Context: an optimization exercise on an open-source flow, tuned for small area. The choices shown serve that exercise and are no tape-out recipe. In this exercise RTL edits were held to simulation tests only and were not proved equivalent to the original. Power and IR drop assume default switching activity.

### flow/config.mk
export PLATFORM = sky130hd
export DESIGN_NAME = spi_seq
export DESIGN_NICKNAME = spi_seq
export VERILOG_FILES = /design/flow/design.v
export SDC_FILE = /design/flow/constraint.sdc
export NUM_CORES = 4
export LEC_CHECK = 0
export CAP_MARGIN = 10
export CELL_PAD_IN_SITES_DETAIL_PLACEMENT = 0
export CELL_PAD_IN_SITES_GLOBAL_PLACEMENT = 0
export CORE_MARGIN = 2
export CORE_UTILIZATION = 50
export CTS_BUF_LIST = sky130_fd_sc_hd__clkbuf_8
export CTS_CLUSTER_DIAMETER = 80
export CTS_CLUSTER_SIZE = 14
export PLACE_DENSITY = 0.65
export SLEW_MARGIN = 10
export SYNTH_HIERARCHICAL = 1
export SYNTH_MINIMUM_KEEP_SIZE = 0
export BUFFER_PORTS_ARGS = -buffer_cell sky130_fd_sc_hd__buf_1
export CTS_ARGS = -sink_clustering_enable -repair_clock_nets -dont_use_dummy_load -buf_list sky130_fd_sc_hd__clkbuf_8 -sink_clustering_size 14 -sink_clustering_max_diameter 80
### flow/constraint.sdc
create_clock -name core_clock -period 20.0 [get_ports {clk}]
set_input_delay 4.0000 -clock core_clock [delete_from_list [all_inputs] [get_ports {clk}]]
set_output_delay 4.0000 -clock core_clock [all_outputs]
set_load 0.01 [all_outputs]
### flow/design.v
module spi_seq (
    input  wire        clk,
    input  wire        rst,
    input  wire        reg_we,
    input  wire [3:0]  reg_addr,
    input  wire [31:0] reg_wdata,
    output reg  [31:0] reg_rdata,
    output wire        cmd_ready,
    output wire        irq,
    output reg         cs_n,
    output reg         dc,
    output reg         rst_n,
    output reg         tx_req,
    output reg  [5:0]  tx_len,
    input  wire        tx_ack,
    input  wire        tx_err,
    input  wire [4:0]  tb_addr,
    output reg  [7:0]  tb_data,
    output reg         tmr_req,
    output reg  [15:0] tmr_ms,
    input  wire        tmr_done
);
    localparam T_RESET_RECOVERY_MS = 16'd120;
    localparam T_POST_INIT_MS      = 16'd100;
    localparam T_SLEEP_IN_MS       = 16'd5;
    localparam T_SLEEP_OUT_MS      = 16'd120;
    localparam T_SLPOUT_INIT_MS    = 16'd120;
    localparam S_UNINIT = 3'd0, S_RESETTING = 3'd1, S_INITIALIZING = 3'd2,
               S_READY = 3'd3, S_FLUSHING = 3'd4, S_SLEEPING = 3'd5, S_CLOSED = 3'd6;
    localparam OP_INIT = 8'h01, OP_WP = 8'h02, OP_DI = 8'h03, OP_CLEAR = 8'h04,
               OP_FLUSH = 8'h05, OP_SLEEP = 8'h06, OP_WAKE = 8'h07, OP_CLOSE = 8'h08;
    localparam R_OK = 3'd0, R_OOB = 3'd1, R_TERR = 3'd2, R_INITERR = 3'd3,
               R_CLOSED = 3'd4, R_FLUSHERR = 3'd5, R_INVSTATE = 3'd6, R_ILLEGAL = 3'd7;
    localparam PH_NONE = 2'd0, PH_XY = 2'd1, PH_WH = 2'd2, PH_DATA = 2'd3;
    localparam E_IDLE = 3'd0, E_DISPATCH = 3'd1, E_RUN = 3'd2, E_XWAIT = 3'd3,
               E_DWAIT = 3'd4, E_STAGE = 3'd5;
    reg [15:0] pb [0:63];                 
    reg [2:0]  state;
    reg        busy;
    reg        locked;
    reg [2:0]  result;
    reg [7:0]  last_op;
    reg        close_pending;
    reg        done_ie;
    reg        int_done, int_err;
    reg        dw_valid;
    reg [2:0]  dw_x0, dw_y0, dw_x1, dw_y1;
    reg [1:0]  cfg_orient;
    reg        cfg_bgr, cfg_inv;
    reg [2:0]  chunks_issued, chunks_total;
    reg [1:0]  phase;
    reg [7:0]  op;                        
    reg [19:0] hd;                        
    reg        hill;                      
    reg [2:0]  ox, oy;                    
    reg        inb;                       
    reg        dnz;                       
    reg [2:0]  ey;                        
    reg [15:0] rx;                        
    reg [15:0] ry;                        
    reg [2:0]  col, row;                  
    reg [2:0]  est;
    reg [4:0]  pc;
    reg [3:0]  stg_j;                     
    wire [7:0] w_op   = reg_wdata[31:24];
    wire cmd_wr  = reg_we && (reg_addr == 4'd0);
    wire cmd_acc = cmd_wr && !busy;
    wire ctrl_wr = reg_we && (reg_addr == 4'd2);
    wire int_wr  = reg_we && (reg_addr == 4'd3);
    wire close_wr = ctrl_wr && reg_wdata[1];
    wire close_now = close_pending || close_wr;
    function illegal_hdr(input [31:0] h);
        begin
            case (h[31:24])
                OP_INIT:            illegal_hdr = (h[23:20] != 4'd0);
                OP_WP, OP_CLEAR:    illegal_hdr = (h[23:16] != 8'd0);
                OP_DI, OP_FLUSH, OP_SLEEP, OP_WAKE, OP_CLOSE:
                                    illegal_hdr = (h[23:0] != 24'd0);
                default:            illegal_hdr = 1'b1;
            endcase
        end
    endfunction
    function valid_in(input [7:0] o, input [2:0] s);
        begin
            case (o)
                OP_INIT:                 valid_in = (s == S_UNINIT);
                OP_WP, OP_DI, OP_CLEAR:  valid_in = (s == S_READY) || (s == S_SLEEPING);
                OP_FLUSH, OP_SLEEP:      valid_in = (s == S_READY);
                OP_WAKE:                 valid_in = (s == S_SLEEPING);
                OP_CLOSE:                valid_in = (s != S_CLOSED);
                default:                 valid_in = 1'b0;
            endcase
        end
    endfunction
    wire [2:0] base =
        (state == S_CLOSED) ? R_CLOSED :
        hill                ? R_ILLEGAL :
        (state == S_UNINIT && op != OP_INIT && op != OP_CLOSE) ? R_INITERR :
        !valid_in(op, state) ? R_INVSTATE : R_OK;
    wire [15:0] wh_w = reg_wdata[15:0];
    wire [15:0] wh_h = reg_wdata[31:16];
    wire [4:0]  wh_xe = {2'd0, ox} + {1'b0, wh_w[3:0]};
    wire [4:0]  wh_ye = {2'd0, oy} + {1'b0, wh_h[3:0]};
    wire di_inb = inb && (wh_w[15:4] == 12'd0) && (wh_h[15:4] == 12'd0) &&
                  (wh_xe <= 5'd8) && (wh_ye <= 5'd8);
    wire        wh_nz = (wh_w != 16'd0) && (wh_h != 16'd0);
    wire [15:0] wd = hd[15:0];
    wire rx_ge2 = (rx[15:2] != 14'd0) || (rx[1:0] == 2'd3);
    wire rx_is1 = (rx == 16'd2);
    wire rx_is0 = (rx == 16'd1);
    wire wm1_is0 = (wd == 16'd1);
    wire ry_is0 = (ry == 16'd1);
    wire ry_is1 = (ry == 16'd2);
    wire di_last = (ry_is0 && !rx_ge2) || (ry_is1 && rx_is0 && wm1_is0);
    wire [15:0] rx_base = rx_ge2 ? rx : wd;
    wire [1:0]  rx_dec  = rx_ge2 ? 2'd2 : (rx_is1 || wm1_is0) ? 2'd0 : 2'd1;
    wire [15:0] rx_next = rx_base - {14'd0, rx_dec};
    wire [1:0]  ry_dec  = rx_ge2 ? 2'd0 : (rx_is0 && wm1_is0) ? 2'd2 : 2'd1;
    wire [15:0] ry_next = ry - {14'd0, ry_dec};
    wire [2:0]  ex = op[0] ? ox + wd[2:0] - 3'd1 : ox;    
    wire [2:0]  col_next = rx_ge2 ? col + 3'd2 : (rx_is0 && !wm1_is0) ? ox + 3'd1 : ox;
    wire [2:0]  row_next = row + {1'b0, ry_dec};
    wire [2:0]  p1_col = rx_is0 ? ox : col + 3'd1;
    wire [2:0]  p1_row = rx_is0 ? row + 3'd1 : row;
    wire in_data = (phase == PH_DATA) && cmd_acc;
    wire di_we0 = in_data && (base == R_OK) && inb;
    wire di_we1 = di_we0 && !(ry_is0 && rx_is0);
    wire [2:0] fl_hm = dw_y1 - dw_y0;
    reg  [5:0] fl_npm1;
    always @(*) begin
        case ({dw_x1 - dw_x0, fl_hm})
            6'o00: fl_npm1 = 6'd0;
            6'o01: fl_npm1 = 6'd1;
            6'o02: fl_npm1 = 6'd2;
            6'o03: fl_npm1 = 6'd3;
            6'o04: fl_npm1 = 6'd4;
            6'o05: fl_npm1 = 6'd5;
            6'o06: fl_npm1 = 6'd6;
            6'o07: fl_npm1 = 6'd7;
            6'o10: fl_npm1 = 6'd1;
            6'o11: fl_npm1 = 6'd3;
            6'o12: fl_npm1 = 6'd5;
            6'o13: fl_npm1 = 6'd7;
            6'o14: fl_npm1 = 6'd9;
            6'o15: fl_npm1 = 6'd11;
            6'o16: fl_npm1 = 6'd13;
            6'o17: fl_npm1 = 6'd15;
            6'o20: fl_npm1 = 6'd2;
            6'o21: fl_npm1 = 6'd5;
            6'o22: fl_npm1 = 6'd8;
            6'o23: fl_npm1 = 6'd11;
            6'o24: fl_npm1 = 6'd14;
            6'o25: fl_npm1 = 6'd17;
            6'o26: fl_npm1 = 6'd20;
            6'o27: fl_npm1 = 6'd23;
            6'o30: fl_npm1 = 6'd3;
            6'o31: fl_npm1 = 6'd7;
            6'o32: fl_npm1 = 6'd11;
            6'o33: fl_npm1 = 6'd15;
            6'o34: fl_npm1 = 6'd19;
            6'o35: fl_npm1 = 6'd23;
            6'o36: fl_npm1 = 6'd27;
            6'o37: fl_npm1 = 6'd31;
            6'o40: fl_npm1 = 6'd4;
            6'o41: fl_npm1 = 6'd9;
            6'o42: fl_npm1 = 6'd14;
            6'o43: fl_npm1 = 6'd19;
            6'o44: fl_npm1 = 6'd24;
            6'o45: fl_npm1 = 6'd29;
            6'o46: fl_npm1 = 6'd34;
            6'o47: fl_npm1 = 6'd39;
            6'o50: fl_npm1 = 6'd5;
            6'o51: fl_npm1 = 6'd11;
            6'o52: fl_npm1 = 6'd17;
            6'o53: fl_npm1 = 6'd23;
            6'o54: fl_npm1 = 6'd29;
            6'o55: fl_npm1 = 6'd35;
            6'o56: fl_npm1 = 6'd41;
            6'o57: fl_npm1 = 6'd47;
            6'o60: fl_npm1 = 6'd6;
            6'o61: fl_npm1 = 6'd13;
            6'o62: fl_npm1 = 6'd20;
            6'o63: fl_npm1 = 6'd27;
            6'o64: fl_npm1 = 6'd34;
            6'o65: fl_npm1 = 6'd41;
            6'o66: fl_npm1 = 6'd48;
            6'o67: fl_npm1 = 6'd55;
            6'o70: fl_npm1 = 6'd7;
            6'o71: fl_npm1 = 6'd15;
            6'o72: fl_npm1 = 6'd23;
            6'o73: fl_npm1 = 6'd31;
            6'o74: fl_npm1 = 6'd39;
            6'o75: fl_npm1 = 6'd47;
            6'o76: fl_npm1 = 6'd55;
            6'o77: fl_npm1 = 6'd63;
            default: fl_npm1 = 6'd0;
        endcase
    end
    wire       last_chunk = (chunks_issued == chunks_total);
    wire [3:0] stg_last = last_chunk ? fl_npm1[3:0] : 4'd15;
    wire [7:0] madctl = (cfg_orient == 2'd0 ? 8'h00 :
                         cfg_orient == 2'd1 ? 8'h60 :
                         cfg_orient == 2'd2 ? 8'hC0 : 8'hA0) | {4'd0, cfg_bgr, 3'd0};
    assign irq = done_ie & int_done;
    assign cmd_ready = !busy;
    wire [2:0] fl_wm = dw_x1 - dw_x0;
    wire [1:0] cur_chunk = chunks_issued[1:0] - 2'd1;
    wire [5:0] rd_n = {cur_chunk, tb_addr[4:1]};
    wire [3:0] rd_w = {1'b0, fl_wm} + 4'd1;
    reg  [5:0] rd_m [1:7];
    reg  [2:0] rd_q;
    reg  [5:0] rd_mq;
    integer mk;
    always @(*) begin
        rd_q = 3'd0;
        rd_mq = 6'd0;
        for (mk = 1; mk < 8; mk = mk + 1) begin
            case (fl_wm)
                3'd0: rd_m[mk] = 6'd1 * mk;
                3'd1: rd_m[mk] = 6'd2 * mk;
                3'd2: rd_m[mk] = 6'd3 * mk;
                3'd3: rd_m[mk] = 6'd4 * mk;
                3'd4: rd_m[mk] = 6'd5 * mk;
                3'd5: rd_m[mk] = 6'd6 * mk;
                3'd6: rd_m[mk] = 6'd7 * mk;
                default: rd_m[mk] = 6'd8 * mk;
            endcase
            if (rd_n >= rd_m[mk]) begin
                rd_q = mk;
                rd_mq = rd_m[mk];
            end
        end
    end
    wire [5:0] rd_rr = rd_n - rd_mq;
    wire [2:0] rd_r = rd_rr[2:0];
    wire [2:0]  rd_row = dw_y0 + rd_q;
    wire [2:0]  rd_col = dw_x0 + rd_r;
    wire [127:0] rd_sel = 128'd1 << {rd_row, rd_col, tb_addr[0]};
    wire [7:0]   rd_byte;
    genvar gb, gg;
    generate
        for (gb = 0; gb < 8; gb = gb + 1) begin : rd_bit
            wire [127:0] v;
            wire [42:0]  t;
            for (gg = 0; gg < 64; gg = gg + 1) begin : px
                assign v[2 * gg]     = pb[gg][8 + gb];
                assign v[2 * gg + 1] = pb[gg][gb];
            end
            for (gg = 0; gg < 42; gg = gg + 1) begin : grp
                spi_seq_aoi3 u_aoi (.s(rd_sel[3 * gg +: 3]), .d(v[3 * gg +: 3]), .y(t[gg]));
            end
            spi_seq_aoi2 u_aoi2 (.s(rd_sel[127:126]), .d(v[127:126]), .y(t[42]));
            assign rd_byte[gb] = !(&t);
        end
    endgenerate
    always @(*) begin
        tb_data = 8'h00;
        if (!op[2]) begin                
            case (pc[3:0])
                4'd7:    tb_data = 8'h11;
                4'd9:    tb_data = 8'h3A;
                4'd10:   tb_data = 8'h05;
                4'd11:   tb_data = 8'h36;
                4'd12:   tb_data = madctl;
                4'd13:   tb_data = cfg_inv ? 8'h21 : 8'h20;
                default: tb_data = 8'h29;
            endcase
        end else if (op[1]) begin        
            tb_data = op[0] ? 8'h11 : 8'h10;
        end else begin                   
            case (pc[3:0])
                4'd4:    tb_data = 8'h2A;
                4'd5:    tb_data = tb_addr[0] ? {5'd0, tb_addr[1] ? dw_x1 : dw_x0} : 8'h00;
                4'd6:    tb_data = 8'h2B;
                4'd7:    tb_data = tb_addr[0] ? {5'd0, tb_addr[1] ? dw_y1 : dw_y0} : 8'h00;
                4'd8:    tb_data = 8'h2C;
                default: tb_data = rd_byte;
            endcase
        end
    end
    wire [31:0] status = {5'd0, rst_n, dc, cs_n, 1'b0, (phase != PH_NONE), close_pending, tx_req,
                          last_op, 1'b0, result, locked, dw_valid, !busy, busy, 1'b0, state};
    always @(*) begin
        case (reg_addr)
            4'd1:    reg_rdata = status;
            4'd2:    reg_rdata = {31'd0, done_ie};
            4'd3:    reg_rdata = {30'd0, int_err, int_done};
            4'd4:    reg_rdata = {13'd0, dw_y0, 13'd0, dw_x0};
            4'd5:    reg_rdata = {13'd0, dw_y1, 13'd0, dw_x1};
            4'd6:    reg_rdata = {16'd8, 16'd8};
            4'd7:    reg_rdata = {28'd0, cfg_inv, cfg_bgr, cfg_orient};
            4'd8:    reg_rdata = {13'd0, chunks_total, 13'd0, chunks_issued};
            4'd9:    reg_rdata = 32'd32;
            default: reg_rdata = 32'd0;
        endcase
    end
    wire        abandon = busy && close_now && !tx_req;
    wire        in_disp = (est == E_DISPATCH);
    wire        disp_ok = in_disp && !abandon && !rst && (base == R_OK);
    wire        pb_clr  = disp_ok && (op == OP_CLEAR);
    wire        pb_wp   = disp_ok && (op == OP_WP) && inb;
    wire        wa_en   = pb_wp || di_we0;
    wire [5:0]  wa_addr = {row, col};
    wire [15:0] wa_data = in_disp ? hd[15:0] : reg_wdata[15:0];
    wire [5:0]  wb_addr = {p1_row, p1_col};
    reg  [15:0] wbus [0:3];
    integer k;
    always @(*) begin
        for (k = 0; k < 4; k = k + 1)
            wbus[k] = (in_disp || {row[0], col[0]} == k) ? wa_data : reg_wdata[31:16];
    end
    integer i;
    always @(posedge clk) begin
        for (i = 0; i < 64; i = i + 1) begin
            if (pb_clr || (wa_en && wa_addr == i) || (di_we1 && wb_addr == i))
                pb[i] <= wbus[{i[3], i[0]}];
        end
    end
    task complete(input [2:0] code);
        begin
            result   <= code;
            last_op  <= op;
            int_done <= 1'b1;
            if (code != R_OK) int_err <= 1'b1;
            busy     <= 1'b0;
            est      <= E_IDLE;
        end
    endtask
    task start_xfer(input [5:0] len, input data_mode);
        begin
            dc       <= data_mode;
            tx_len   <= len;
            tx_req   <= 1'b1;
            est      <= E_XWAIT;
            pc       <= pc + 5'd1;
        end
    endtask
    task start_delay(input [15:0] ms);
        begin
            pc <= pc + 5'd1;
            if (ms != 16'd0) begin
                tmr_req <= 1'b1;
                tmr_ms  <= ms;
                est     <= E_DWAIT;
            end
        end
    endtask
    task close_out;
        begin
            tmr_req <= 1'b0;
            cs_n    <= 1'b1;
            locked  <= 1'b0;
            rst_n   <= 1'b1;
            state   <= S_CLOSED;
            close_pending <= 1'b0;
            complete(R_CLOSED);
        end
    endtask
    task fail_frame;
        begin
            cs_n   <= 1'b1;
            locked <= 1'b0;
            case (op)
                OP_INIT:  begin state <= S_UNINIT; complete(R_INITERR); end
                OP_FLUSH: begin state <= S_READY;  complete(R_FLUSHERR); end
                default:  complete(R_TERR);
            endcase
        end
    endtask
    always @(posedge clk) begin
        if (rst) begin
            state <= S_UNINIT; busy <= 1'b0; locked <= 1'b0;
            result <= R_OK; last_op <= 8'd0; close_pending <= 1'b0;
            done_ie <= 1'b0; int_done <= 1'b0; int_err <= 1'b0;
            dw_valid <= 1'b0; dw_x0 <= 3'd0; dw_y0 <= 3'd0; dw_x1 <= 3'd0; dw_y1 <= 3'd0;
            cfg_orient <= 2'd0; cfg_bgr <= 1'b0; cfg_inv <= 1'b0;
            chunks_issued <= 3'd0; chunks_total <= 3'd0;
            phase <= PH_NONE;
            est <= E_IDLE;
            cs_n <= 1'b1; dc <= 1'b0; rst_n <= 1'b1;
            tx_req <= 1'b0; tx_len <= 6'd0; tmr_req <= 1'b0; tmr_ms <= 16'd0;
        end else begin
            if (ctrl_wr) done_ie <= reg_wdata[0];
            if (int_wr) begin
                if (reg_wdata[0]) int_done <= 1'b0;
                if (reg_wdata[1]) int_err  <= 1'b0;
            end
            if (close_wr && state != S_CLOSED && !busy) begin
                state <= S_CLOSED;
                if (phase != PH_NONE) begin
                    phase <= PH_NONE;
                    complete(R_CLOSED);
                end
            end else if (close_wr && state != S_CLOSED && busy) begin
                close_pending <= 1'b1;
            end
            if (cmd_acc) begin
                case (phase)
                    PH_NONE: begin
                        op   <= w_op;
                        hd   <= reg_wdata[19:0];
                        hill <= illegal_hdr(reg_wdata);
                        if (w_op == OP_WP || w_op == OP_DI) begin
                            phase <= PH_XY;
                        end else begin
                            busy <= 1'b1; est <= E_DISPATCH;
                        end
                    end
                    PH_XY: begin
                        ox   <= reg_wdata[2:0];
                        oy   <= reg_wdata[18:16];
                        col  <= reg_wdata[2:0];
                        row  <= reg_wdata[18:16];
                        ey   <= reg_wdata[18:16];
                        dnz  <= 1'b1;
                        inb  <= (reg_wdata[15:3] == 13'd0) && (reg_wdata[31:19] == 13'd0);
                        if (!op[0]) begin    
                            phase <= PH_NONE; busy <= 1'b1; est <= E_DISPATCH;
                        end else begin
                            phase <= PH_WH;
                        end
                    end
                    PH_WH: begin
                        inb     <= di_inb;
                        dnz     <= wh_nz;
                        ey      <= oy + wh_h[2:0] - 3'd1;
                        hd[15:0] <= wh_w;
                        rx      <= wh_w;
                        ry      <= wh_h;
                        if (!wh_nz) begin
                            phase <= PH_NONE; busy <= 1'b1; est <= E_DISPATCH;
                        end else begin
                            phase <= PH_DATA;
                        end
                    end
                    default: begin  
                        rx  <= rx_next;
                        ry  <= ry_next;
                        col <= col_next;
                        row <= row_next;
                        if (di_last) begin
                            phase <= PH_NONE; busy <= 1'b1; est <= E_DISPATCH;
                        end
                    end
                endcase
            end
            if (abandon) begin
                close_out;
            end else begin
                case (est)
                    E_DISPATCH: begin
                        pc <= 5'd1;
                        est <= E_RUN;
                        if (base != R_OK)
                            complete(base);
                        else case (op)
                            OP_WP, OP_DI: begin
                                if (!inb)
                                    complete(R_OOB);
                                else begin
                                    if (dnz) begin
                                        if (!dw_valid) begin
                                            dw_x0 <= ox; dw_y0 <= oy; dw_x1 <= ex; dw_y1 <= ey;
                                        end else begin
                                            if (ox < dw_x0) dw_x0 <= ox;
                                            if (oy < dw_y0) dw_y0 <= oy;
                                            if (ex > dw_x1) dw_x1 <= ex;
                                            if (ey > dw_y1) dw_y1 <= ey;
                                        end
                                        dw_valid <= 1'b1;
                                    end
                                    complete(R_OK);
                                end
                            end
                            OP_CLEAR: begin
                                dw_valid <= 1'b1;
                                dw_x0 <= 3'd0; dw_y0 <= 3'd0;
                                dw_x1 <= 3'd7; dw_y1 <= 3'd7;
                                complete(R_OK);
                            end
                            OP_CLOSE: begin
                                cs_n <= 1'b1; locked <= 1'b0; rst_n <= 1'b1;
                                state <= S_CLOSED;
                                complete(R_OK);
                            end
                            OP_INIT: begin
                                cfg_orient <= hd[17:16];
                                cfg_bgr    <= hd[18];
                                cfg_inv    <= hd[19];
                                state      <= S_RESETTING;
                                rst_n      <= 1'b0;
                            end
                            OP_FLUSH: begin
                                chunks_issued <= 3'd0;
                                chunks_total  <= 3'd0;
                                if (!dw_valid)
                                    complete(R_OK);
                                else
                                    state <= S_FLUSHING;
                            end
                            default: ;  
                        endcase
                    end
                    E_RUN: begin
                        case (op)
                            OP_INIT: case (pc)
                                5'd1:  start_delay(hd[15:0]);
                                5'd2:  begin rst_n <= 1'b1; pc <= pc + 5'd1; end
                                5'd3:  start_delay(T_RESET_RECOVERY_MS);
                                5'd4:  begin state <= S_INITIALIZING; locked <= 1'b1; pc <= pc + 5'd1; end
                                5'd5:  begin cs_n <= 1'b0; pc <= pc + 5'd1; end
                                5'd6:  start_xfer(6'd1, 1'b0);
                                5'd7:  start_delay(T_SLPOUT_INIT_MS);
                                5'd8:  start_xfer(6'd1, 1'b0);
                                5'd9:  start_xfer(6'd1, 1'b1);
                                5'd10: start_xfer(6'd1, 1'b0);
                                5'd11: start_xfer(6'd1, 1'b1);
                                5'd12: start_xfer(6'd1, 1'b0);
                                5'd13: start_xfer(6'd1, 1'b0);
                                5'd14: begin cs_n <= 1'b1; pc <= pc + 5'd1; end
                                5'd15: begin locked <= 1'b0; pc <= pc + 5'd1; end
                                5'd16: start_delay(T_POST_INIT_MS);
                                default: begin state <= S_READY; complete(R_OK); end
                            endcase
                            OP_FLUSH: case (pc)
                                5'd1:  begin locked <= 1'b1; pc <= pc + 5'd1; end
                                5'd2:  begin cs_n <= 1'b0; pc <= pc + 5'd1; end
                                5'd3:  start_xfer(6'd1, 1'b0);
                                5'd4:  start_xfer(6'd4, 1'b1);
                                5'd5:  start_xfer(6'd1, 1'b0);
                                5'd6:  start_xfer(6'd4, 1'b1);
                                5'd7:  start_xfer(6'd1, 1'b0);
                                5'd8: begin
                                    chunks_total <= {1'b0, fl_npm1[5:4]} + 3'd1;
                                    dc <= 1'b1;
                                    pc <= pc + 5'd1;
                                end
                                5'd9: begin
                                    if (last_chunk)
                                        pc <= pc + 5'd1;
                                    else begin
                                        chunks_issued <= chunks_issued + 3'd1;
                                        stg_j <= 4'd0;
                                        est <= E_STAGE;
                                    end
                                end
                                5'd10: begin cs_n <= 1'b1; pc <= pc + 5'd1; end
                                default: begin
                                    locked <= 1'b0;
                                    dw_valid <= 1'b0;
                                    dw_x0 <= 3'd0; dw_y0 <= 3'd0; dw_x1 <= 3'd0; dw_y1 <= 3'd0;
                                    state <= S_READY;
                                    complete(R_OK);
                                end
                            endcase
                            default: case (pc)  
                                5'd1:  begin locked <= 1'b1; pc <= pc + 5'd1; end
                                5'd2:  begin cs_n <= 1'b0; pc <= pc + 5'd1; end
                                5'd3:  start_xfer(6'd1, 1'b0);
                                5'd4:  begin cs_n <= 1'b1; pc <= pc + 5'd1; end
                                5'd5:  begin locked <= 1'b0; pc <= pc + 5'd1; end
                                5'd6:  start_delay((op == OP_SLEEP) ? T_SLEEP_IN_MS : T_SLEEP_OUT_MS);
                                default: begin
                                    state <= (op == OP_SLEEP) ? S_SLEEPING : S_READY;
                                    complete(R_OK);
                                end
                            endcase
                        endcase
                    end
                    E_STAGE: begin
                        stg_j <= stg_j + 4'd1;
                        if (stg_j == stg_last) begin
                            tx_len <= {stg_last + 5'd1, 1'b0};
                            tx_req <= 1'b1;
                            est    <= E_XWAIT;
                        end
                    end
                    E_XWAIT: begin
                        if (tx_ack) begin
                            tx_req <= 1'b0;
                            if (close_now)
                                close_out;
                            else if (tx_err)
                                fail_frame;
                            else
                                est <= E_RUN;
                        end
                    end
                    E_DWAIT: begin
                        if (tmr_done) begin
                            tmr_req <= 1'b0;
                            est <= E_RUN;
                        end
                    end
                    default: ;
                endcase
            end
        end
    end
endmodule
module spi_seq_aoi3 (input wire [2:0] s, input wire [2:0] d, output wire y);
    assign y = !((s[0] & d[0]) | (s[1] & d[1]) | (s[2] & d[2]));
endmodule
module spi_seq_aoi2 (input wire [1:0] s, input wire [1:0] d, output wire y);
    assign y = !((s[0] & d[0]) | (s[1] & d[1]));
endmodule
### flow/flow/run.sh
#!/bin/bash
# The standard layout (standard.sh, all steps) with two settings added to
# config.mk: plain buffers on the ports, and clock tree synthesis without
# dummy loads (buffer list and clustering as in config.mk).
cat >> config.mk <<'EOT'
export BUFFER_PORTS_ARGS = -buffer_cell sky130_fd_sc_hd__buf_1
export CTS_ARGS = -sink_clustering_enable -repair_clock_nets -dont_use_dummy_load -buf_list sky130_fd_sc_hd__clkbuf_8 -sink_clustering_size 14 -sink_clustering_max_diameter 80
EOT
bash standard.sh > standard.log 2>&1
### flow/standard.sh
#!/bin/bash
# synth_recipe.tcl (not shown) runs the flow's synth.tcl, then flattens the netlist and writes it again
# the make line also repeats each setting of config.mk as NAME=value (left out here)
make -C /OpenROAD-flow-scripts/flow DESIGN_CONFIG=/design/flow/config.mk WORK_HOME=/design/flow/orfs CLKGATE_MAP_FILE= SYNTH_SCRIPT=/design/flow/synth_recipe.tcl "${@:-finish}"
==> run notes, run 1 <==
----------------------------------------------------
[Worst setup path]
  Setup Crit Path Kind ... in -> out
  Start of the worst register-to-register path ... op[4]$_DFFE_PP_
  Total stage count of the critical path ... 27
  Register-to-register path setup slack ... 14.33 ns
  Critical path capture point ... tb_data[1]
  Worst r2r path cells ... 8
  Setup crit start ... tb_addr[1]
  Crit. End Element ... output pin
  Critical-path maximum fanout ... 22
  Critical-path top delay cell ... sky130_fd_sc_hd__nor4_1
  Count of buffer and inverter cells on the critical path ... 3
  Signal arrival time at the worst endpoint ... 13.15 ns
  Cell type group with the largest total delay on the critical path ... compound AO/OA/AOI/OAI gates
  Crit path launch type ... input pin
  Crit Reg-Reg Endpoint ... pb[57][10]$_DFFE_PP_
  Data required time of the critical path ... 16.00 ns
  Maximum cell stage delay along the critical path ... 1.22 ns

[Die]
  Starting density of the core ... 50.3%
  Number of top-level pins ... between 100 and 150
  Die boundary width ... 323 um
  Area inside the core boundary ... 101000 um^2
  Row cnt ... between 100 and 150
  Die height ... 323 um
  Floorplan die area ... around 100000 um^2

[GRT]
  Number of global-route vias before repair ... around 35000
  Antenna violations before repair ... 28
  Largest net degree at the start of global routing ... 65
  Global-route usage over all layers ... 35.8%
  First-pass GRT wire length ... around 260000 um
  Overflow left after global routing ... 0

[STA]
  Worst-margin pin slew ... 1.37 ns
  Skew final ... between 0.06 and 0.07 ns
  Number of max-slew violations in the final report ... 0
  Normalized max-slew margin ... 7.99%
  Total of endpoints with negative setup slack in the final report ... 0
  Worst setup slack after layout ... roughly 2.9 ns
  Total Neg Setup Slack ... 0 ns
  Maximum clock rate ... 0.0583 GHz
  Hold Vio Cnt, Final ... 0
  Setup repair after global routing missed its margin ... no
  Final period util ... 85.7%
  Worst Hold Margin ... 0.457 ns
  Post-route minimum period ... 17.15 ns

[Placed design]
  Total cell area at the placement stage ... about 54000 um^2
  Input/output buffers ... 108
  Worst slack after detailed placement ... 3.31 ns
  Final Wtd Congestion ... around 0.98
  DPL Wire Length ... 125000 um
  Number of placed instances with taps included ... 5140

[Routing]
  Initial DRC Count ... approximately 9400
  Wire per inst ... 36.1 um
  DRC errors left ... 0
  Via count ... 38200
  Drt total wl ... 189000 um
  Detailed Routing Iterations Pass 1 ... 12
  Post-route ant nets ... 0
  Via-per-instance ratio ... 7.29

[Layout]
  Post-Layout Cell Count ... 5249
  Fraction of final layout cells with drive strength greater than 1 ... ~10%
  Multi-input gate area in the final layout ... 15900 um^2
  Final core utilization ... 54.9%
  Post-layout net count ... 4022
  FILL cells ... 8266
  Sequential standard cell area ... 34900 um^2
  Most common cell after layout, fill and taps aside ... sky130_fd_sc_hd__edfxtp_1
  Non-Filler Cell Area, Final ... 55600 um^2
  Commonest cells after routing, fill and taps aside ... sky130_fd_sc_hd__edfxtp_1, sky130_fd_sc_hd__a222oi_1, sky130_fd_sc_hd__nor2_1
  Area growth syn-to-layout ... 9.15%

[Yosys]
  Share of flip-flops with an asynchronous set or reset ... 0%
  Xor/xnor share of the synthesized area ... 1.33%
  Mapped Area ... 51000 um^2
  Combinational family with the most area after synthesis ... compound AO/OA/AOI/OAI gates
  Syn_area_per_cell ... 13.8 um^2
  Fraction of the yosys area taken by sequential cells ... 68.4%
  Most used DFF post-synth ... sky130_fd_sc_hd__edfxtp_1
  Unique masters post-synth ... 83
  #FFs+latches synth ... 1186
  Mux cell area share after synthesis ... 1.15%
  Post-synthesis compound-gate area fraction ... 14.4%
  Synthesized instance count ... between 3000 and 4000
  Number of synthesis warnings ... 10
  Post-synth EDFFs ... 1111
  Share of synthesized cell area in and, or, nand and nor gates ... 10.1%
  Adder-cell share of the synthesized area ... 2.61%

[Power]
  Leakage Power ... 17.3 nW
  Overall power ... approximately 4.1 mW
  PD cells ... 73.9 nW/um^2
  Maximum vdd ir drop ... 0.0586 mV

[CTS]
  Clk slew on worst S/H paths ... 0.09 ns
  Resized cells post-CTS ... 0
  TritonCTS clock tree ... yes
  Worst skew pair latency ... 0.81 ns
  Post-CTS Setup Inserts ... 0
  Sinks on the clock net ... 1186
  H-tree level count ... 3
  Number of hold buffers added after cts ... 0
  Total clock buffers created by CTS ... 97
  CTS root buffer ... sky130_fd_sc_hd__clkbuf_8
  Max Buffers Root-to-Sink ... 3

[Job]
  Total of max-cap violations ... 0

[Outcome]
  Outcome ... no timing/DRC/antenna violations

[Min path]
  Min-delay worst type ... reg -> reg

----------------------------------------------------
[Yosys cell counts, drive strengths merged (8+ instances only)]
cell       n  area [um^2]
nor2     263          990
a222oi   337         3370
o31ai     18          135
a21oi    214         1070
nand4     98          613
xnor2     53          464
mux2i     44          440
a211oi    15          118
xor2      19          166
nand3    100          500
o21ai    127          636
or3       11         68.8
clkbuf   138          518
inv       90          338
mux2      12          146
nor4      40          265
nor2b     30          188
o211ai    17          128
fa         9          180
nand2    237          890
o221ai    69          604
and3      31          194
edfxtp  1111        33400
nand2b    27          169
a22oi     15          153
buf       33          171
o22ai     17          106
nor3     153          771
ha        92         1150
nand3b     8         60.1
a21o      19          143
and2      21          131
nor3b     11         82.6
a31oi     23          144
dfxtp     75         1500
[metal layers]
layer  track usage [%]  vias to the layer above  wire [um]
met5                 0                        -         46
met4              18.4                        8      11700
met3              10.7                      646      29200
met2              52.2                     3432      81100
met1              48.8                    18700      67300
li1                  -                    15500          -
[power by group]
group	internal, mW	switching (mW)	leakage, nW
logic	0.0358	0.176	6.01
clock network	0.432	0.765	0.697
registers	2.70	0.00108	10.6
[Yosys stat by module, one instance, submodules excluded]
module        flops+latches  area, um^2  cells inside  times used
spi_seq_aoi2              0        12.5             1           8
spi_seq                1186       47500          3348           1
spi_seq_aoi3              0        10.0             1         336
[how the worst min path moves through the flow]
stage	startpoint	endpoint	slack (ns)	cells after the start
5_1_grt	tmr_ms[9]$_SDFFE_PP0P_	tmr_ms[9]$_SDFFE_PP0P_	0.47	2
3_3_place_gp	tmr_ms[15]$_SDFFE_PP0P_	tmr_ms[15]$_SDFFE_PP0P_	0.44	2
2_1_floorplan	result[0]$_SDFF_PP0_	result[0]$_SDFF_PP0_	0.44	2
6_report	tmr_ms[6]$_SDFFE_PP0P_	tmr_ms[6]$_SDFFE_PP0P_	0.46	2
4_1_cts	tmr_ms[6]$_SDFFE_PP0P_	tmr_ms[6]$_SDFFE_PP0P_	0.46	2
3_5_place_dp	tmr_ms[9]$_SDFFE_PP0P_	tmr_ms[9]$_SDFFE_PP0P_	0.44	2
[sequential cells by signal, summed over array words and instances, names as in the netlist, 4 cells and up]
signal,count
pb,1024
hd,20
rx,16
ry,16
tmr_ms,16
last_op,8
op,8
tx_len,6
pc,5
stg_j,4
[kinds of logic (layout without fill, tap and decap cells)]
kind of cell,count (synthesis),in the layout
simple gates,1056,1056
other cells,1,16
flops,1186,1186
xor+xnor,74,74
mux,56,56
fa+ha+maj,101,101
buf+inv,263,437
compound gates,955,955
[tightest hold or removal path: stages (launching register included)]
cell                      delay, ns
sky130_fd_sc_hd__dfxtp_1       0.32
sky130_fd_sc_hd__nand2_1       0.05
sky130_fd_sc_hd__a21oi_1       0.05
[area by class of cell]
| cell class | count | share of cell area, % |
|---|---|---|
| Inverter | 92 | 0.621 |
| Clock buffer | 97 | 2.40 |
| Timing Repair Buffer | 248 | 2.61 |
| Sequential cell | 1186 | 62.6 |
| Multi-Input combinational cell | 2249 | 28.6 |
| Antenna cell | 9 | 0.0405 |
| Tap cell | 1368 | 3.08 |
==> run 2, diff against run 1 <==
==> flow/flow/run.sh (replaced) <==
#!/bin/bash
# The standard layout (standard.sh) with three changes:
#  - plain buffers on the ports (BUFFER_PORTS_ARGS);
#  - clock tree synthesis without dummy loads (buffer list and clustering as
#    in config.mk);
#  - after the standard synthesis, its combinational logic is re-mapped with
#    an area-oriented ABC script (flow/remap.tcl, flow/area.abc). Registers
#    and tie cells keep their instances, names and cell types. If the
#    re-mapping fails, the standard netlist is used unchanged.
# Each tool writes its output to a log of its own in this folder.
cat >> config.mk <<'EOT'
export BUFFER_PORTS_ARGS = -buffer_cell sky130_fd_sc_hd__buf_1
export CTS_ARGS = -sink_clustering_enable -repair_clock_nets -dont_use_dummy_load -buf_list sky130_fd_sc_hd__clkbuf_8 -sink_clustering_size 14 -sink_clustering_max_diameter 80
EOT
R=$PWD/orfs/results/$FLOW_PLATFORM/spi_seq/base
bash standard.sh synth > standard_synth.log 2>&1
if [[ -f $R/1_2_yosys.v ]]; then
  cp $R/1_2_yosys.v $R/1_2_yosys_std.v
  YOSYS=$FLOW_HOME/../tools/install/yosys/bin/yosys
  [[ -x $YOSYS ]] || YOSYS=yosys
  if REMAP_IN=$R/1_2_yosys_std.v REMAP_OUT=$R/1_2_yosys_remap.v \
     REMAP_LIB=$FLOW_HOME/platforms/$FLOW_PLATFORM/lib/sky130_fd_sc_hd__tt_025C_1v80.lib \
     REMAP_ABC=$PWD/flow/area.abc \
     $YOSYS -c flow/remap.tcl > remap.log 2>&1 && [[ -s $R/1_2_yosys_remap.v ]]; then
    cp $R/1_2_yosys_remap.v $R/1_2_yosys.v
    touch $R/1_2_yosys.v
  fi
fi
bash standard.sh > standard.log 2>&1
==> flow/flow/area.abc (new file) <==
&get -n
&st
&dch
&nf -a
&put
mfs2
strash
&get -n
&st
&dch
&nf -a
&put
==> flow/flow/remap.tcl (new file) <==
# Re-map the combinational logic of the standard synthesis netlist with an
# area-oriented ABC script. Registers (and tie cells) are kept as they are:
# same instances, names and cell types. Usage (yosys -c):
#   REMAP_IN, REMAP_OUT, REMAP_LIB, REMAP_ABC in the environment.
yosys read_liberty -ignore_miss_func $::env(REMAP_LIB)
yosys read_verilog $::env(REMAP_IN)
yosys hierarchy -top spi_seq
set fh [open $::env(REMAP_IN) r]
set text [read $fh]
close $fh
set keep {}
foreach c [lsort -unique [regexp -all -inline {sky130_fd_sc_hd__\w+} $text]] {
  if {[regexp {__(e?dfx|df|sdf|sedf|dl|conb)} $c]} { lappend keep $c }
}
foreach c $keep { yosys setattr -mod -set keep_hierarchy 1 $c }
yosys flatten
yosys opt_clean
yosys abc -liberty $::env(REMAP_LIB) -script $::env(REMAP_ABC) -dont_use sky130_fd_sc_hd__probe_p_8 -dont_use sky130_fd_sc_hd__probec_p_8 -dont_use sky130_fd_sc_hd__lpflow_*
yosys opt_clean -purge
yosys hilomap -singleton -hicell sky130_fd_sc_hd__conb_1 HI -locell sky130_fd_sc_hd__conb_1 LO
yosys splitnets
yosys opt_clean -purge
yosys insbuf -buf sky130_fd_sc_hd__buf_4 A X
yosys setattr -mod -unset keep_hierarchy
yosys select spi_seq
yosys write_verilog -noattr -nohex -nodec -selected $::env(REMAP_OUT).tmp.v
yosys design -reset
yosys read_liberty -lib $::env(REMAP_LIB)
yosys read_verilog $::env(REMAP_OUT).tmp.v
yosys hierarchy -check -top spi_seq
yosys stat -liberty $::env(REMAP_LIB)
yosys check -assert -mapped
yosys write_verilog -noattr -nohex -nodec $::env(REMAP_OUT)
==> run 2 against run 1 <==
Compared with the run above: still clean on timing, DRC and antenna; via count is 1.7% higher; design area shrank 1.1%; clock-buffer cell count stayed put; total power rose by 3.0%; flip-flop and latch count is the same; largest cell class unchanged; largest power group unchanged.
==> run notes, run 2 <==
----------------------------------------------------
[Outcome]
  Outcome ... no timing/DRC/antenna violations

[STA]
  Worst setup slack after layout ... 3.18 ns
  Worst-margin pin slew ... 1.45 ns
  Maximum clock rate ... 0.0595 GHz
  Normalized max-slew margin ... 3.35%
  Post-route minimum period ... between 15 and 20 ns
  Total Neg Setup Slack ... 0 ns
  Hold Vio Cnt, Final ... 0
  Number of max-slew violations in the final report ... 0
  Setup repair after global routing missed its margin ... no
  Final period util ... a little over four fifths
  Skew final ... 0.0925 ns
  Total of endpoints with negative setup slack in the final report ... 0

[Routing]
  Initial DRC Count ... 8141
  DRC errors left ... 0
  Via-per-instance ratio ... 7.37
  Drt total wl ... between 200000 and 250000 um
  Wire per inst ... 39.1 um
  Via count ... 38900
  Post-route ant nets ... 0
  Detailed Routing Iterations Pass 1 ... 7

[CTS]
  Clk slew on worst S/H paths ... 0.09 ns
  Total clock buffers created by CTS ... 97
  Resized cells post-CTS ... 0
  TritonCTS clock tree ... yes
  CTS root buffer ... sky130_fd_sc_hd__clkbuf_8
  H-tree level count ... 3
  Number of hold buffers added after cts ... 0
  Max Buffers Root-to-Sink ... 3
  Sinks on the clock net ... between 1000 and 1500
  Worst skew pair latency ... about 0.8 ns
  Post-CTS Setup Inserts ... 0

[Die]
  Die height ... approximately 320 um
  Area inside the core boundary ... 98100 um^2
  Row cnt ... 115
  Starting density of the core ... 50.3%
  Die boundary width ... 318 um
  Floorplan die area ... slightly above 100000 um^2
  Number of top-level pins ... between 100 and 150

[Worst setup path]
  Critical-path maximum fanout ... 33
  Crit. End Element ... output pin
  Data required time of the critical path ... 16.00 ns
  Count of buffer and inverter cells on the critical path ... 3
  Total stage count of the critical path ... 22
  Worst r2r path cells ... 11
  Crit path launch type ... input pin
  Maximum cell stage delay along the critical path ... 1.03 ns
  Critical-path top delay cell ... sky130_fd_sc_hd__nor4_1
  Setup crit start ... tb_addr[1]
  Setup Crit Path Kind ... in -> out
  Start of the worst register-to-register path ... op[4]$_DFFE_PP_
  Crit Reg-Reg Endpoint ... pb[56][3]$_DFFE_PP_
  Register-to-register path setup slack ... between 10 and 15 ns
  Cell type group with the largest total delay on the critical path ... simple AND/OR/NAND/NOR gates
  Most used cell along the critical path ... sky130_fd_sc_hd__a21oi_1
  Crit-path cells ... buf_1 -> o21ai_0 -> a21oi_1 -> a21oi_1 -> o311ai_0 -> a32oi_1 -> or4_1 -> a21oi_1 -> a31oi_1 -> o211ai_1 -> a21o_1 -> a32oi_1 -> nand3_1 -> buf_4 -> nor2_1 -> a2111o_1 -> or4_1 -> nor4_1 -> nand4_1 -> a21oi_1 -> nor3_1 -> buf_1
  Signal arrival time at the worst endpoint ... roughly 13 ns

[Yosys]
  Synthesized instance count ... approximately 3600
  Syn_area_per_cell ... 13.7 um^2
  Mapped Area ... between 40000 and 50000 um^2
  Number of synthesis warnings ... 10

[Placed design]
  Final Wtd Congestion ... 1.03
  Worst slack after detailed placement ... 3.82 ns
  Input/output buffers ... 108
  DPL Wire Length ... 139000 um

[Job]
  Total of max-cap violations ... 0

[Layout]
  Top flop regs ... pb (1024), hd (20)
  Area growth syn-to-layout ... 11.6%
  Flip-flop count of the largest register, all copies and words added ... slightly above 1000
  Top register by number of flip-flops ... pb
  Fraction of final layout cells with drive strength greater than 1 ... 10.6%
  Post-layout net count ... 4017
  Most common cell after layout, fill and taps aside ... sky130_fd_sc_hd__edfxtp_1
  Commonest cells after routing, fill and taps aside ... sky130_fd_sc_hd__edfxtp_1, sky130_fd_sc_hd__nand2_1, sky130_fd_sc_hd__nor2_1

[Min path]
  Hold path start ... tmr_ms[4]$_SDFFE_PP0P_
  Worst hold path stage count ... 2
  Min-delay worst type ... reg -> reg
  Worst hold endpoint ... tmr_ms[4]$_SDFFE_PP0P_

[Power]
  Leakage Power ... 16.9 nW
  PD cells ... between 70 and 80 nW/um^2
  Maximum vdd ir drop ... ~0.075 mV

[GRT]
  Global-route usage over all layers ... about two fifths
  First-pass GRT wire length ... 281000 um
  Number of global-route vias before repair ... approximately 35000
  Largest net degree at the start of global routing ... 65
  Antenna violations before repair ... 28
  Overflow left after global routing ... 0

----------------------------------------------------
-- run 2: metrics by stage --
| step | power, mW | utilization, % | std cells | instance area [um^2] | hold WS, ns |
|---|---|---|---|---|---|
| after detailed placement | 3.05 | 54.7 | 5157 | 53600 | 0.444 |
| after floorplan | 2.87 | - | 3614 | 49400 | 0.417 |
| after global placement | 3.05 | 54.6 | 5153 | 53600 | 0.439 |
| after global routing | 4.28 | 56.0 | 5257 | 55000 | 0.479 |
| after CTS | 4.19 | 56.0 | 5254 | 55000 | 0.457 |
| final | 4.23 | 56.1 | 5278 | 55000 | 0.454 |
-- run 2: report_power, final --
group	internal, mW	leakage (nW)	switching, mW
Sequential	2.71	10.6	0.00333
Clock	0.432	0.698	0.785
Combinational	0.0522	5.64	0.246
Total	3.20	16.9	1.03
-- run 2: worst max path at each step --
stage | end
after global routing | tb_data[0]
after floorplan | tb_data[4]
final | tb_data[0]
after CTS | tb_data[0]
after global placement | tb_data[1]
after detailed placement | tb_data[0]
-- run 2: worst reg2reg max path, cell delays in order (launching register included) --
cell                       delay [ns]
sky130_fd_sc_hd__edfxtp_1        0.44
sky130_fd_sc_hd__nor4_1          0.50
sky130_fd_sc_hd__nor2b_1         0.50
sky130_fd_sc_hd__and2_0          0.19
sky130_fd_sc_hd__buf_4           0.19
sky130_fd_sc_hd__nand2b_1        0.29
sky130_fd_sc_hd__a21oi_1         0.35
sky130_fd_sc_hd__and2_0          0.61
sky130_fd_sc_hd__nand2_1         0.30
sky130_fd_sc_hd__nor2_1          0.33
sky130_fd_sc_hd__nand3_1         0.77
sky130_fd_sc_hd__o221ai_4        1.27
-- run 2: final cells by class --
type / instances / area [um^2]
Fill cell: 7981 / 43100
Antenna cell: 23 / 57.6
Sequential cell: 1186 / 34900
Inverter: 26 / 97.6
Timing Repair Buffer: 286 / 1740
Clock buffer: 97 / 1340
Multi-Input combinational cell: 2373 / 15300
Tap cell: 1287 / 1610
-- run 2: per-layer routing --
layer	GRT usage, %	share of wire [%]
met1	54.1	35
met2	55.8	41
met3	15.1	17
met4	21.7	6.6
met5	0	0.039
==> run 3, diff against run 2 <==
==> flow/flow/area.abc (replaced) <==
&get -n
&st
&syn2
&dch -f
&nf -a -R 1000
&put
mfs2
strash
&get -n
&st
&syn2
&dch -f
&nf -a -R 1000
&put
mfs2
strash
&get -n
&st
&dch -f
&nf -a -R 1000
&put
mfs2
strash
&get -n
&st
&syn2
&dch -f
&nf -a -R 1000
&put
mfs2
strash
&get -n
&st
&syn2
&dch -f
&nf -a -R 1000
&put
mfs2
strash
&get -n
&st
&dch -f
&nf -a -R 1000
&put
==> run 3 against run 2 <==
Compared with the run above: now fails the layout checks on slew limit; total power up 0.86%; design area is 1.1% lower; final cell count down 2.7%; sequential power about the same; fmax grew 1.6%; synthesized cell count is 6.0% lower; clock skew rose by 0.038 ns; critical endpoint is now tb_data[3]; largest power group unchanged; highest routed layer unchanged.
==> run notes, run 3 <==
----------------------------------------------------
[Outcome]
  Outcome ... failed layout checks
  List of failed layout checks ..... slew limit

[Routing]
  Post-route ant nets ... 0
  Wire per inst ... 50.2 um
  Detailed Routing Iterations Pass 1 ... 13
  Via count ... roughly 41000
  Initial DRC Count ... 10800
  Via-per-instance ratio ... 8.03
  DRC errors left ... 0
  Drt total wl ... around 260000 um

[STA]
  Post-route minimum period ... 16.56 ns
  Normalized max-slew margin ... -9.05%
  Final period util ... 82.8%
  Skew final ... between 0.1 and 0.15 ns
  Setup repair after global routing missed its margin ... no
  Total Neg Setup Slack ... 0 ns
  Number of max-slew violations in the final report ... 4
  Total of endpoints with negative setup slack in the final report ... 0
  Hold Vio Cnt, Final ... 0
  Maximum clock rate ... 0.0604 GHz
  Worst-margin pin slew ... 1.64 ns

[CTS]
  Max Buffers Root-to-Sink ... 3
  Number of hold buffers added after cts ... 0
  Resized cells post-CTS ... 0
  Post-CTS Setup Inserts ... 0
  TritonCTS clock tree ... yes
  Worst skew pair latency ... between 0.8 and 0.9 ns
  Clk slew on worst S/H paths ... around 0.09 ns
  CTS root buffer ... sky130_fd_sc_hd__clkbuf_8
  Sinks on the clock net ... 1186
  Total clock buffers created by CTS ... 96
  H-tree level count ... 3

[Power]
  PD cells ... 78.4 nW/um^2
  Leakage Power ... 17.0 nW
  Maximum vdd ir drop ... 0.0586 mV

[Layout]
  Most common cell after layout, fill and taps aside ... sky130_fd_sc_hd__edfxtp_1
  Commonest cells after routing, fill and taps aside ... sky130_fd_sc_hd__edfxtp_1, sky130_fd_sc_hd__nand2_1, sky130_fd_sc_hd__nor2_1
  Non-Filler Cell Area, Final ... approximately 54000 um^2
  FILL cells ... a little under 8000
  Top register by number of flip-flops ... pb
  Post-layout net count ... between 3000 and 4000
  Flip-flop count of the largest register, all copies and words added ... 1024
  Sequential standard cell area ... 34900 um^2
  Multi-input gate area in the final layout ... 14200 um^2
  Fraction of final layout cells with drive strength greater than 1 ... between 10% and 20%
  Top flop regs ... pb (1024), hd (20)
  Area growth syn-to-layout ... 13.1%

[Worst setup path]
  Crit Reg-Reg Endpoint ... pb[12][13]$_DFFE_PP_
  Start of the worst register-to-register path ... op[4]$_DFFE_PP_
  Cell type group with the largest total delay on the critical path ... simple AND/OR/NAND/NOR gates
  Critical path capture point ... tb_data[3]
  Total stage count of the critical path ... 31
  Count of buffer and inverter cells on the critical path ... 2
  Critical-path top delay cell ... sky130_fd_sc_hd__a222oi_1
  Register-to-register path setup slack ... around 14 ns
  Setup Crit Path Kind ... in -> out
  Data required time of the critical path ... 16.00 ns
  Maximum cell stage delay along the critical path ... 1.04 ns
  Worst r2r path cells ... 11
  Crit path launch type ... input pin
  Critical-path maximum fanout ... 14
  Signal arrival time at the worst endpoint ... 12.56 ns
  Setup crit start ... tb_addr[1]
  Crit. End Element ... output pin

[Die]
  Floorplan die area ... 98700 um^2
  Number of top-level pins ... approximately 120
  Die boundary width ... between 300 and 400 um
  Area inside the core boundary ... 95200 um^2
  Row cnt ... 113
  Die height ... 314 um
  Starting density of the core ... 50.6%

[Yosys]
  Syn_area_per_cell ... 14.2 um^2
  Number of synthesis warnings ... 10
  Mapped Area ... 48100 um^2
  Synthesized instance count ... about 3400

[Min path]
  Min-delay worst type ... reg -> reg

[Placed design]
  Total cell area at the placement stage ... 53000 um^2
  DPL Wire Length ... between 150000 and 200000 um
  Final Wtd Congestion ... 1.10
  Input/output buffers ... 108

[GRT]
  Antenna violations before repair ... 44
  First-pass GRT wire length ... 334000 um
  Global-route usage over all layers ... 51.7%
  Number of global-route vias before repair ... 36200
  Largest net degree at the start of global routing ... 50
  Overflow left after global routing ... 0

[Job]
  Total of max-cap violations ... 0

----------------------------------------------------
==> run 3: metrics by stage <==
stage                     power (mW)  cells  hold slack (ns)  setup WS (ns)  util (%)
after floorplan                 2.87   3399            0.417           6.98         -
after global placement          3.07   4992            0.436           3.80      55.7
after detailed placement        3.07   4992            0.449           3.76      55.7
after CTS                       4.21   5088            0.465           3.74      57.1
after global routing            4.30   5093            0.487           3.37      57.1
final                           4.27   5138            0.461           3.44      57.2
==> run 3: how the worst min path moves through the flow <==
stage | end | startpoint | slack (ns) | cells after the start
finish | tmr_ms[5]$_SDFFE_PP0P_ | tmr_ms[5]$_SDFFE_PP0P_ | 0.46 | 2
global route | tmr_req$_SDFFE_PP0P_ | tmr_req$_SDFFE_PP0P_ | 0.49 | 2
CTS | tmr_req$_SDFFE_PP0P_ | tmr_req$_SDFFE_PP0P_ | 0.46 | 2
detailed placement | tmr_ms[5]$_SDFFE_PP0P_ | tmr_ms[5]$_SDFFE_PP0P_ | 0.45 | 2
global placement | last_op[2]$_SDFF_PP0_ | last_op[2]$_SDFF_PP0_ | 0.44 | 2
floorplan | last_op[0]$_SDFF_PP0_ | last_op[0]$_SDFF_PP0_ | 0.42 | 2
==> run 3: area by class of cell <==
class                           count  area share [%]
Sequential cell                  1186            64.0
Multi-Input combinational cell   2159            26.0
Timing Repair Buffer              358            4.21
Tap cell                         1265            2.91
Clock buffer                       96            2.43
Antenna cell                       49           0.225
Inverter                           25           0.172
==> run 3: worst reg2reg max path, stage by stage, from the launching register on <==
cell and delay (ns):
sky130_fd_sc_hd__edfxtp_1 0.40, sky130_fd_sc_hd__nor4_1 0.87, sky130_fd_sc_hd__nor2b_1 0.39, sky130_fd_sc_hd__nand2_1 0.20, sky130_fd_sc_hd__or3_1 0.53, sky130_fd_sc_hd__a31oi_1 0.27, sky130_fd_sc_hd__nor2b_1 0.39, sky130_fd_sc_hd__nand2_1 0.24
sky130_fd_sc_hd__a211o_1 0.41, sky130_fd_sc_hd__nor3b_1 0.51, sky130_fd_sc_hd__nand2_1 0.37, sky130_fd_sc_hd__o221ai_4 1.05
==> run 3: routing by layer <==
metal / share of wire [%] / GRT usage [%] / vias up
li1: - / - / 14900
met5: 0.088 / 0.435 / -
met4: 8.5 / 33.1 / 18
met2: 38 / 67.5 / 4980
met1: 34 / 65.7 / 20200
met3: 19 / 28.5 / 1185
==> run 3: power breakdown <==
group          internal, mW  switching, mW
logic                0.0596          0.262
registers              2.71        0.00423
clock network         0.428          0.800
==> run 4, diff against run 3 <==
--- a/flow/design.v
+++ b/flow/design.v
@@ -36,7 +36,6 @@
                E_DWAIT = 3'd4, E_STAGE = 3'd5;
     reg [15:0] pb [0:63];                 
     reg [2:0]  state;
-    reg        busy;
     reg        locked;
     reg [2:0]  result;
     reg [7:0]  last_op;
@@ -50,7 +49,7 @@
     reg [2:0]  chunks_issued, chunks_total;
     reg [1:0]  phase;
     reg [7:0]  op;                        
-    reg [19:0] hd;                        
+    reg [15:0] hd;                        
     reg        hill;                      
     reg [2:0]  ox, oy;                    
     reg        inb;                       
@@ -60,6 +59,7 @@
     reg [15:0] ry;                        
     reg [2:0]  col, row;                  
     reg [2:0]  est;
+    wire       busy = (est != E_IDLE);
     reg [4:0]  pc;
     reg [3:0]  stg_j;                     
     wire [7:0] w_op   = reg_wdata[31:24];
@@ -322,7 +322,6 @@
             last_op  <= op;
             int_done <= 1'b1;
             if (code != R_OK) int_err <= 1'b1;
-            busy     <= 1'b0;
             est      <= E_IDLE;
         end
     endtask
@@ -369,7 +368,7 @@
     endtask
     always @(posedge clk) begin
         if (rst) begin
-            state <= S_UNINIT; busy <= 1'b0; locked <= 1'b0;
+            state <= S_UNINIT; locked <= 1'b0;
             result <= R_OK; last_op <= 8'd0; close_pending <= 1'b0;
             done_ie <= 1'b0; int_done <= 1'b0; int_err <= 1'b0;
             dw_valid <= 1'b0; dw_x0 <= 3'd0; dw_y0 <= 3'd0; dw_x1 <= 3'd0; dw_y1 <= 3'd0;
@@ -398,12 +397,14 @@
                 case (phase)
                     PH_NONE: begin
                         op   <= w_op;
-                        hd   <= reg_wdata[19:0];
+                        hd   <= reg_wdata[15:0];
+                        ox   <= reg_wdata[18:16];
+                        oy[0] <= reg_wdata[19];
                         hill <= illegal_hdr(reg_wdata);
                         if (w_op == OP_WP || w_op == OP_DI) begin
                             phase <= PH_XY;
                         end else begin
-                            busy <= 1'b1; est <= E_DISPATCH;
+                            est <= E_DISPATCH;
                         end
                     end
                     PH_XY: begin
@@ -415,7 +416,7 @@
                         dnz  <= 1'b1;
                         inb  <= (reg_wdata[15:3] == 13'd0) && (reg_wdata[31:19] == 13'd0);
                         if (!op[0]) begin    
-                            phase <= PH_NONE; busy <= 1'b1; est <= E_DISPATCH;
+                            phase <= PH_NONE; est <= E_DISPATCH;
                         end else begin
                             phase <= PH_WH;
                         end
@@ -428,7 +429,7 @@
                         rx      <= wh_w;
                         ry      <= wh_h;
                         if (!wh_nz) begin
-                            phase <= PH_NONE; busy <= 1'b1; est <= E_DISPATCH;
+                            phase <= PH_NONE; est <= E_DISPATCH;
                         end else begin
                             phase <= PH_DATA;
                         end
@@ -439,7 +440,7 @@
                         col <= col_next;
                         row <= row_next;
                         if (di_last) begin
-                            phase <= PH_NONE; busy <= 1'b1; est <= E_DISPATCH;
+                            phase <= PH_NONE; est <= E_DISPATCH;
                         end
                     end
                 endcase
@@ -484,9 +485,9 @@
                                 complete(R_OK);
                             end
                             OP_INIT: begin
-                                cfg_orient <= hd[17:16];
-                                cfg_bgr    <= hd[18];
-                                cfg_inv    <= hd[19];
+                                cfg_orient <= ox[1:0];
+                                cfg_bgr    <= ox[2];
+                                cfg_inv    <= oy[0];
                                 state      <= S_RESETTING;
                                 rst_n      <= 1'b0;
                             end
--- a/flow/config.mk
+++ b/flow/config.mk
@@ -5,7 +5,7 @@
 export SDC_FILE = /design/flow/constraint.sdc
 export NUM_CORES = 4
 export LEC_CHECK = 0
-export CAP_MARGIN = 10
+export CAP_MARGIN = 20
 export CELL_PAD_IN_SITES_DETAIL_PLACEMENT = 0
 export CELL_PAD_IN_SITES_GLOBAL_PLACEMENT = 0
 export CORE_MARGIN = 2
@@ -14,7 +14,7 @@
 export CTS_CLUSTER_DIAMETER = 80
 export CTS_CLUSTER_SIZE = 14
 export PLACE_DENSITY = 0.65
-export SLEW_MARGIN = 10
+export SLEW_MARGIN = 30
 export SYNTH_HIERARCHICAL = 1
 export SYNTH_MINIMUM_KEEP_SIZE = 0
 export BUFFER_PORTS_ARGS = -buffer_cell sky130_fd_sc_hd__buf_1
==> run 4 against run 3 <==
Compared with the run above: largest power group unchanged; combinational power is 37% lower; utilization is 0.44 points higher; now clean on timing, DRC and antenna; via count is 0.59% lower; final cell count is 0.41% higher; clock power hardly changed; first-iteration DRC count is 1.6% lower; worst setup slack better by 0.35 ns; wire length is 3.7% lower; sequential power hardly changed; clock-buffer cell count stayed put; largest cell class unchanged.
==> run notes, run 4 <==
----------------------------------------------------
[STA]
  Final period util ... 81.0%
  Hold Vio Cnt, Final ... 0
  Number of max-slew violations in the final report ... 0
  Skew final ... 0.106 ns
  Total of endpoints with negative setup slack in the final report ... 0
  Total Neg Setup Slack ... 0 ns
  Normalized max-slew margin ... 14.3%
  Setup repair after global routing missed its margin ... no
  Maximum clock rate ... around 0.062 GHz
  Post-route minimum period ... 16.21 ns
  Worst-margin pin slew ... 1.27 ns

[Worst setup path]
  Setup Crit Path Kind ... in -> out
  Start of the worst register-to-register path ... op[6]$_DFFE_PP_
  Data required time of the critical path ... 16.00 ns
  Crit path launch type ... input pin
  Signal arrival time at the worst endpoint ... 12.21 ns
  Critical-path top delay cell ... sky130_fd_sc_hd__nor4_1
  Most used cell along the critical path ... sky130_fd_sc_hd__nand2_1
  Setup crit start ... tb_addr[1]
  Critical-path maximum fanout ... 13
  Maximum cell stage delay along the critical path ... 0.78 ns
  Crit. End Element ... output pin

[Routing]
  DRC errors left ... 0
  Wire per inst ... 48.1 um
  Via-per-instance ratio ... 7.95
  Post-route ant nets ... 0
  Initial DRC Count ... 10700
  Detailed Routing Iterations Pass 1 ... 14
  Drt total wl ... about 250000 um
  Via count ... 41000

[Placed design]
  Final Wtd Congestion ... approximately 1.1
  Total cell area at the placement stage ... around 53000 um^2
  DPL Wire Length ... 166000 um
  Input/output buffers ... 108

[Die]
  Number of top-level pins ... ~120
  Row cnt ... between 100 and 150
  Area inside the core boundary ... 95000 um^2
  Die height ... 314 um
  Die boundary width ... around 310 um
  Starting density of the core ... 50.5%
  Floorplan die area ... 98500 um^2

[Layout]
  Fraction of final layout cells with drive strength greater than 1 ... between 10% and 20%
  Non-Filler Cell Area, Final ... ~55000 um^2
  Area growth syn-to-layout ... 14.1%
  FILL cells ... 7690
  Most common cell after layout, fill and taps aside ... sky130_fd_sc_hd__edfxtp_1
  Post-layout net count ... around 3900
  Top register by number of flip-flops ... pb
  Flip-flop count of the largest register, all copies and words added ... 1024
  Commonest cells after routing, fill and taps aside ... sky130_fd_sc_hd__edfxtp_1, sky130_fd_sc_hd__nand2_1, sky130_fd_sc_hd__buf_4

[GRT]
  Antenna violations before repair ... 40
  First-pass GRT wire length ... 322000 um
  Largest net degree at the start of global routing ... 65
  Number of global-route vias before repair ... 35900
  Global-route usage over all layers ... around half
  Overflow left after global routing ... 0

[CTS]
  Post-CTS Setup Inserts ... 0
  CTS root buffer ... sky130_fd_sc_hd__clkbuf_8
  Sinks on the clock net ... 1181
  Resized cells post-CTS ... 0
  Number of hold buffers added after cts ... 0
  TritonCTS clock tree ... yes
  Worst skew pair latency ... between 0.8 and 0.9 ns
  H-tree level count ... 3
  Max Buffers Root-to-Sink ... 3
  Clk slew on worst S/H paths ... 0.10 ns
  Total clock buffers created by CTS ... 96

[Yosys]
  Syn_area_per_cell ... ~14 um^2
  Number of synthesis warnings ... 10
  Mapped Area ... 48000 um^2
  Synthesized instance count ... roughly 3400

[Min path]
  Min-delay worst type ... reg -> reg
  Hold path start ... tx_len[1]$_SDFFE_PP0P_

[Power]
  Maximum vdd ir drop ... 0.0584 mV
  PD cells ... 75.4 nW/um^2
  Leakage Power ... around 17 nW

[Outcome]
  Outcome ... no timing/DRC/antenna violations

[Job]
  Total of max-cap violations ... 0

----------------------------------------------------
## run 4: final cells by class
type | count | area, um^2 | area share [%]
antenna | 38 | 95.1 | 0.174
inverter | 28 | 105 | 0.192
sequential | 1181 | 34700 | 63.4
multi-input combinational | 2164 | 14200 | 25.9
timing repair buffer | 387 | 2740 | 5.00
tap | 1265 | 1580 | 2.89
clock buffer | 96 | 1320 | 2.41
## run 4: worst paths after layout
| check | to | slack [ns] | depth (start not counted) |
|---|---|---|---|
| setup / recovery | tb_data[2] | 3.79 | 30 |
| hold / removal | tx_len[1]$_SDFFE_PP0P_ | 0.46 | 2 |
| hold reg to reg | tx_len[1]$_SDFFE_PP0P_ | 0.46 | 2 |
| setup reg to reg | pb[62][15]$_DFFE_PP_ | 14.13 | 10 |
## run 4: metrics by stage
step	worst slack [ns]	util, %	hold slack, ns	instances	total power [mW]
global placement	3.78	55.5	0.432	5003	2.93
global route	3.55	57.6	0.494	5124	4.16
finish	3.79	57.7	0.463	5159	4.13
detailed placement	4.34	56.1	0.445	5020	2.94
floorplan	7.20	-	0.419	3402	2.81
CTS	4.28	57.5	0.467	5116	4.08
## run 4: where the power goes
part / total [mW] / internal, mW / switching [mW]
Clock: 1.23 / 0.428 / 0.801
Combinational: 0.203 / 0.0385 / 0.165
Sequential: 2.70 / 2.69 / 0.00289
## run 4: layer usage
| metal | vias up | global-route usage (%) | part of all wire (%) |
|---|---|---|---|
| li1 | 14900 | - | - |
| met1 | 19900 | 62.0 | 33 |
| met2 | 4946 | 64.3 | 38 |
| met3 | 1281 | 29.3 | 20 |
| met4 | 42 | 31.5 | 8.9 |
| met5 | - | 2.22 | 0.27 |
## run 4: critical path, delay by kind of cell
family | cells | cell delay, ns
xor+xnor | 3 | 1.03
compound gates | 8 | 2.17
simple gates | 16 | 3.91
buf+inv | 3 | 1.05

-- re-timing with driven ports --
How much do the figures lean on ideal ports? The routed layouts below were timed once more, with nothing changed but the port constraints.
Step 1, drivers: a clkbuf_16 drives clk and a buf_2 each remaining input, both assumed.
Step 2 also shifts input and output timing later by t, the mid clock arrival at the registers, as if the neighbouring blocks saw the same clock.
Three values: ideal, step 1, step 2; two values: the first two.
run | t, ns | setup slack, ns | hold slack, ns | latest minus earliest clock arrival (ns) | pins driven straight from the clock port
run 1 | 0.840 | 2.851 / 2.828 / 2.828 | 0.457 / 0.457 / 0.457 | 0.066 / 0.066 | 1
run 2 | 0.826 | 3.180 / 3.156 / 3.156 | 0.454 / 0.454 / 0.454 | 0.094 / 0.095 | 1
run 3 | 0.841 | 3.440 / 3.372 / 3.372 | 0.461 / 0.461 / 0.461 | 0.143 / 0.142 | 1
run 4 | 0.877 | 3.794 / 3.745 / 3.745 | 0.463 / 0.463 / 0.463 | 0.136 / 0.135 | 1
For run 3, which loses most, drivers alone change the setup slack by -0.068 ns; drivers and shift together by -0.068 ns.
